Context: an optimization exercise on an open-source flow, tuned for small area, a short achievable clock period and few clock cycles per item. The choices shown serve that exercise and are no tape-out recipe.
Function was checked by simulation only, so behaviour that the tests miss may differ from the original.
No activity file was given, so power comes from the tool's default toggle rates.

==> run a <==
==> flow/design.v <==
module pdc_muldiv (
    input  wire         clk,
    input  wire         rst,        
    input  wire         in_valid,
    output wire         in_ready,
    input  wire [255:0] tgt,
    input  wire [63:0]  ma,
    input  wire [63:0]  mb,
    output reg          done,
    output reg          err,
    output wire [319:0] q
);
    localparam [2:0] S_IDLE = 3'd0,
                     S_SET1 = 3'd1,
                     S_SET2 = 3'd2,
                     S_MUL  = 3'd3,
                     S_DIV  = 3'd4,
                     S_ERR  = 3'd5;
    reg [2:0]   state;
    reg         rdy;         
    reg         first;       
    reg         chk;         
    reg         fb;          
    reg [8:0]   cnt;
    reg [6:0]   nm;          
    reg [6:0]   left;        
    reg         lead;        
    reg [3:1]   sl, sh;      
    reg [1:0]   xb;          
    reg [319:0] work;
    reg [63:0]  R;
    reg [63:0]  M1;          
    reg [65:0]  M3;          
    reg [65:0]  A3;          
    assign in_ready = rdy;
    assign q        = work;
    wire [65:0] pp0w = ({66{sl[1]}} & {2'b0, M1}) | ({66{sl[2]}} & {1'b0, M1, 1'b0}) | ({66{sl[3]}} & A3);
    wire [65:0] pp1w = ({66{sh[1]}} & {2'b0, M1}) | ({66{sh[2]}} & {1'b0, M1, 1'b0}) | ({66{sh[3]}} & A3);
    wire [67:0] pp0  = {2'b0, pp0w};
    wire [67:0] pp1  = {pp1w, 2'b0};
    wire [67:0] xm   = {4'b0, R};
    wire [67:0] cs_s = xm ^ pp0 ^ pp1;
    wire [67:0] cs_c = {(xm[66:0] & pp0[66:0]) | (xm[66:0] & pp1[66:0]) | (pp0[66:0] & pp1[66:0]), 1'b0};
    wire [67:0] msum = cs_s + cs_c;
    function [3:1] oh(input [1:0] d);
        oh = {d == 2'd3, d == 2'd2, d == 2'd1};
    endfunction
    wire [65:0] X   = {R, xb};
    wire [66:0] d1  = {1'b0, X} - {3'b0, M1};
    wire [66:0] d2  = {1'b0, X} - {2'b0, M1, 1'b0};
    wire [66:0] d3  = {1'b0, X} - {1'b0, M3};
    wire        g1  = ~d1[66];
    wire        g2  = ~d2[66];
    wire        g3  = ~d3[66];
    wire        e3  = g3;
    wire        e2  = g2 & ~g3;
    wire        e1  = g1 & ~g2;
    wire        e0  = ~g1;
    wire [1:0]  qd  = {g2, e3 | e1};
    wire [63:0] rnew = ({64{e3}} & d3[63:0]) | ({64{e2}} & d2[63:0]) |
                       ({64{e1}} & d1[63:0]) | ({64{e0}} & X[63:0]);
    wire        ge    = (R >= M1);
    wire [1:0]  tx    = work[319:318];
    wire        m1small = (M1[63:2] == 62'd0);
    reg  [1:0]  tq, tr;
    always @* begin
        tq = 2'd0;
        tr = tx;
        if (m1small) begin
            case (M1[1:0])
                2'd1: begin tq = tx; tr = 2'd0; end
                2'd2: begin tq = {1'b0, tx[1]}; tr = {1'b0, tx[0]}; end
                2'd3: begin tq = {1'b0, tx == 2'd3}; tr = (tx == 2'd3) ? 2'd0 : tx; end
                default: ;
            endcase
        end
    end
    reg [6:0] nm_enc;
    integer i;
    always @* begin
        nm_enc = 7'd1;
        for (i = 1; i < 64; i = i + 1)
            if (work[4*i +: 4] != 4'd0) nm_enc = i[6:0] + 7'd1;
    end
    wire [6:0] lft      = first ? nm_enc : left;
    wire       skip     = lead & (work[31:0] == 32'd0) & (lft > 7'd8);
    wire       mul_last = ~skip & (lft == 7'd1);
    always @(posedge clk) begin
        work  <= 320'd0;
        R     <= 64'd0;
        sl    <= 3'd0;
        sh    <= 3'd0;
        xb    <= 2'd0;
        first <= 1'b0;
        chk   <= 1'b0;
        rdy   <= 1'b0;
        done  <= 1'b0;
        case (state)
            S_IDLE: begin
                R  <= mb;
                M1 <= mb;
                sl <= 3'b010;            
                if (in_valid) begin
                    if (mb == 64'd0) begin
                        state <= S_ERR;
                        rdy   <= 1'b1;
                    end else begin
                        state <= S_SET1;
                    end
                end
            end
            S_SET1: begin
                M3    <= msum[65:0];
                R     <= ma;
                M1    <= ma;
                sl    <= 3'b010;
                state <= S_SET2;
            end
            S_SET2: begin
                A3          <= msum[65:0];
                work[255:0] <= tgt;
                sl          <= oh(tgt[1:0]);
                sh          <= oh(tgt[3:2]);
                fb          <= 1'b0;
                first       <= 1'b1;
                lead        <= 1'b1;
                state       <= S_MUL;
            end
            S_MUL: begin
                if (first) nm <= nm_enc;
                if (skip) begin
                    work[255:0] <= {32'd0, work[255:32]};
                    sl          <= oh(work[33:32]);
                    sh          <= oh(work[35:34]);
                    left        <= lft - 7'd8;
                end else begin
                    R             <= msum[67:4];
                    work[319:256] <= msum[67:4];
                    work[255:0]   <= {msum[3:0], work[255:4]};
                    sl            <= oh(work[5:4]);
                    sh            <= oh(work[7:6]);
                    left          <= lft - 7'd1;
                    lead          <= lead & (work[3:0] == 4'd0);
                end
                xb <= msum[3:2];
                if (mul_last) begin
                    M1    <= mb;
                    state <= S_DIV;
                    chk   <= 1'b1;
                    cnt   <= {1'b0, (first ? nm_enc : nm), 1'b0} - 9'd1;
                end
            end
            S_DIV: begin
                if (chk && ge) begin
                    R    <= {62'd0, tr};
                    work <= {work[317:0], tq};
                    xb   <= work[317:316];
                    fb   <= 1'b1;
                    cnt  <= cnt + 9'd31;
                end else begin
                    R    <= rnew;
                    if (fb) begin
                        work <= {work[317:0], qd};
                        xb   <= work[317:316];
                    end else begin
                        work[255:0] <= {work[253:0], qd};
                        xb   <= work[253:252];
                    end
                    cnt  <= cnt - 9'd1;
                end
                if (!(chk && ge) && cnt == 9'd1) rdy <= 1'b1;
                if (!chk && cnt == 9'd0) begin
                    state <= S_IDLE;
                    done  <= 1'b1;
                    err   <= 1'b0;
                end
            end
            S_ERR: begin
                state <= S_IDLE;
                done  <= 1'b1;
                err   <= 1'b1;
            end
            default: state <= S_IDLE;
        endcase
        if (rst) begin
            state <= S_IDLE;
            rdy   <= 1'b0;
            done  <= 1'b0;
        end
    end
endmodule
==> flow/flow/run.sh <==
#!/bin/bash
# The standard ORFS layout (standard.sh), unchanged except that the port
# buffers are built from the smallest buffer cell instead of the default.
set -euo pipefail
cd "$(dirname "$0")/.."
bash standard.sh "BUFFER_PORTS_ARGS=-buffer_cell sky130_fd_sc_hd__buf_1" finish > standard.log 2>&1
==> flow/standard.sh <==
#!/bin/bash
# synth_recipe.tcl (not shown) runs the flow's synth.tcl, then flattens the netlist and writes it again
# the make line also repeats each setting of config.mk as NAME=value (left out here)
make -C /OpenROAD-flow-scripts/flow DESIGN_CONFIG=/design/flow/config.mk WORK_HOME=/design/flow/orfs CLKGATE_MAP_FILE= SYNTH_SCRIPT=/design/flow/synth_recipe.tcl "${@:-finish}"
==> flow/config.mk <==
export PLATFORM = sky130hd
export DESIGN_NAME = pdc_muldiv
export DESIGN_NICKNAME = pdc_muldiv
export VERILOG_FILES = /design/flow/design.v
export SDC_FILE = /design/flow/constraint.sdc
export NUM_CORES = 4
export LEC_CHECK = 0
export CAP_MARGIN = 20
export CORE_MARGIN = 2
export CORE_UTILIZATION = 40
export SETUP_SLACK_MARGIN = 5
export SLEW_MARGIN = 20
==> flow/constraint.sdc <==
create_clock -name core_clock -period 10.0 [get_ports {clk}]
set_input_delay 2.0000 -clock core_clock [delete_from_list [all_inputs] [get_ports {clk}]]
set_output_delay 2.0000 -clock core_clock [all_outputs]
set_load 0.01 [all_outputs]
==> run b: changes against run a <==
--- a/flow/design.v
+++ b/flow/design.v
@@ -12,7 +12,7 @@
 );
     localparam [2:0] S_IDLE = 3'd0,
-                     S_SET1 = 3'd1,
-                     S_SET2 = 3'd2,
-                     S_MUL  = 3'd3,
+                     S_SET  = 3'd1,
+                     S_MUL  = 3'd2,
+                     S_FIN  = 3'd3,
                      S_DIV  = 3'd4,
                      S_ERR  = 3'd5;
@@ -28,13 +28,13 @@
     reg [3:1]   sl, sh;      
     reg [1:0]   xb;          
+    reg [1:0]   xt;          
     reg [319:0] work;
     reg [63:0]  R;
     reg [63:0]  M1;          
     reg [65:0]  M3;          
-    reg [65:0]  A3;          
     assign in_ready = rdy;
     assign q        = work;
-    wire [65:0] pp0w = ({66{sl[1]}} & {2'b0, M1}) | ({66{sl[2]}} & {1'b0, M1, 1'b0}) | ({66{sl[3]}} & A3);
-    wire [65:0] pp1w = ({66{sh[1]}} & {2'b0, M1}) | ({66{sh[2]}} & {1'b0, M1, 1'b0}) | ({66{sh[3]}} & A3);
+    wire [65:0] pp0w = ({66{sl[1]}} & {2'b0, M1}) | ({66{sl[2]}} & {1'b0, M1, 1'b0}) | ({66{sl[3]}} & M3);
+    wire [65:0] pp1w = ({66{sh[1]}} & {2'b0, M1}) | ({66{sh[2]}} & {1'b0, M1, 1'b0}) | ({66{sh[3]}} & M3);
     wire [67:0] pp0  = {2'b0, pp0w};
     wire [67:0] pp1  = {pp1w, 2'b0};
@@ -60,16 +60,15 @@
     wire [63:0] rnew = ({64{e3}} & d3[63:0]) | ({64{e2}} & d2[63:0]) |
                        ({64{e1}} & d1[63:0]) | ({64{e0}} & X[63:0]);
-    wire        ge    = (R >= M1);
-    wire [1:0]  tx    = work[319:318];
+    wire        ge      = (R >= M1);
     wire        m1small = (M1[63:2] == 62'd0);
     reg  [1:0]  tq, tr;
     always @* begin
         tq = 2'd0;
-        tr = tx;
+        tr = xt;
         if (m1small) begin
             case (M1[1:0])
-                2'd1: begin tq = tx; tr = 2'd0; end
-                2'd2: begin tq = {1'b0, tx[1]}; tr = {1'b0, tx[0]}; end
-                2'd3: begin tq = {1'b0, tx == 2'd3}; tr = (tx == 2'd3) ? 2'd0 : tx; end
+                2'd1: begin tq = xt; tr = 2'd0; end
+                2'd2: begin tq = {1'b0, xt[1]}; tr = {1'b0, xt[0]}; end
+                2'd3: begin tq = {1'b0, xt == 2'd3}; tr = (xt == 2'd3) ? 2'd0 : xt; end
                 default: ;
             endcase
@@ -98,6 +97,6 @@
         case (state)
             S_IDLE: begin
-                R  <= mb;
-                M1 <= mb;
+                R  <= ma;
+                M1 <= ma;
                 sl <= 3'b010;            
                 if (in_valid) begin
@@ -106,17 +105,10 @@
                         rdy   <= 1'b1;
                     end else begin
-                        state <= S_SET1;
+                        state <= S_SET;
                     end
                 end
             end
-            S_SET1: begin
-                M3    <= msum[65:0];
-                R     <= ma;
-                M1    <= ma;
-                sl    <= 3'b010;
-                state <= S_SET2;
-            end
-            S_SET2: begin
-                A3          <= msum[65:0];
+            S_SET: begin
+                M3          <= msum[65:0];
                 work[255:0] <= tgt;
                 sl          <= oh(tgt[1:0]);
@@ -143,11 +135,22 @@
                     lead          <= lead & (work[3:0] == 4'd0);
                 end
-                xb <= msum[3:2];
                 if (mul_last) begin
+                    R     <= mb;
                     M1    <= mb;
-                    state <= S_DIV;
-                    chk   <= 1'b1;
-                    cnt   <= {1'b0, (first ? nm_enc : nm), 1'b0} - 9'd1;
+                    sl    <= 3'b010;     
+                    sh    <= 3'b000;
+                    state <= S_FIN;
                 end
+            end
+            S_FIN: begin
+                M3            <= msum[65:0];
+                R             <= work[319:256];
+                xt            <= work[319:318];
+                work[319:256] <= {work[317:256], work[255:254]};
+                work[255:0]   <= {work[253:0], 2'b00};
+                xb            <= work[255:254];
+                chk           <= 1'b1;
+                cnt           <= {1'b0, nm, 1'b0} - 9'd1;
+                state         <= S_DIV;
             end
             S_DIV: begin
@@ -155,5 +158,5 @@
                     R    <= {62'd0, tr};
                     work <= {work[317:0], tq};
-                    xb   <= work[317:316];
+                    xb   <= work[319:318];
                     fb   <= 1'b1;
                     cnt  <= cnt + 9'd31;
@@ -162,8 +165,8 @@
                     if (fb) begin
                         work <= {work[317:0], qd};
-                        xb   <= work[317:316];
+                        xb   <= work[319:318];
                     end else begin
                         work[255:0] <= {work[253:0], qd};
-                        xb   <= work[253:252];
+                        xb   <= work[255:254];
                     end
                     cnt  <= cnt - 9'd1;
==> notes <==
- Non-clock buffer count: run b is higher than run a (22).
- In run b the global-route usage is higher than in run a, by 1.9 points.
- Against run b, the worst setup slack of run a is higher by 0.29 ns.
- Against run b, the total power of run a is higher by 110%.
- In run a the count of clock-buffer cells in the layout is higher than in run b, by 20.
- Against run a, the clock power of run b is lower by about 10%.
- Against run a, the clock skew of run b is higher by 0.0034 ns.
Testbench counts of run a, summed over its fixed seeds: cycles 325,689, items 2,400.
Testbench counts of run b, summed over its fixed seeds: cycles 325,689, items 2,400.

## static timing again, ports no longer ideal
No port has a modelled driver above. Below, the same layouts with a new extraction and two added sets of constraints. Step 1 (the two cells are an assumption about what drives the block):
set clk [get_ports {clk}]
set_driving_cell -lib_cell sky130_fd_sc_hd__clkbuf_16 $clk
set_driving_cell -lib_cell sky130_fd_sc_hd__buf_2 [delete_from_list [all_inputs] $clk]
Step 2 moves the port delays by t, midway between the first and last clock arrival at a register: inputs arrive t later, outputs are due t later. That takes back most of the time a late clock gives input paths. a / b / c = no drivers / after step 1 / after step 2; a / b = the first two.
run	shift t [ns]	setup WS [ns]	hold slack, ns	worst setup path at the end	slew at the worst register clock pin (ns)
run a	0.768	5.040 / 5.040 / 5.033	0.444 / 0.444 / 0.444	input to register	0.07 / 0.07
run b	0.742	4.747 / 4.747 / 4.747	0.522 / 0.522 / 0.522	register to register	0.07 / 0.07
After both steps setup and hold are still met in every run listed. For run a, which loses most, drivers alone change the setup slack by 0.000 ns; drivers and shift together by -0.007 ns.
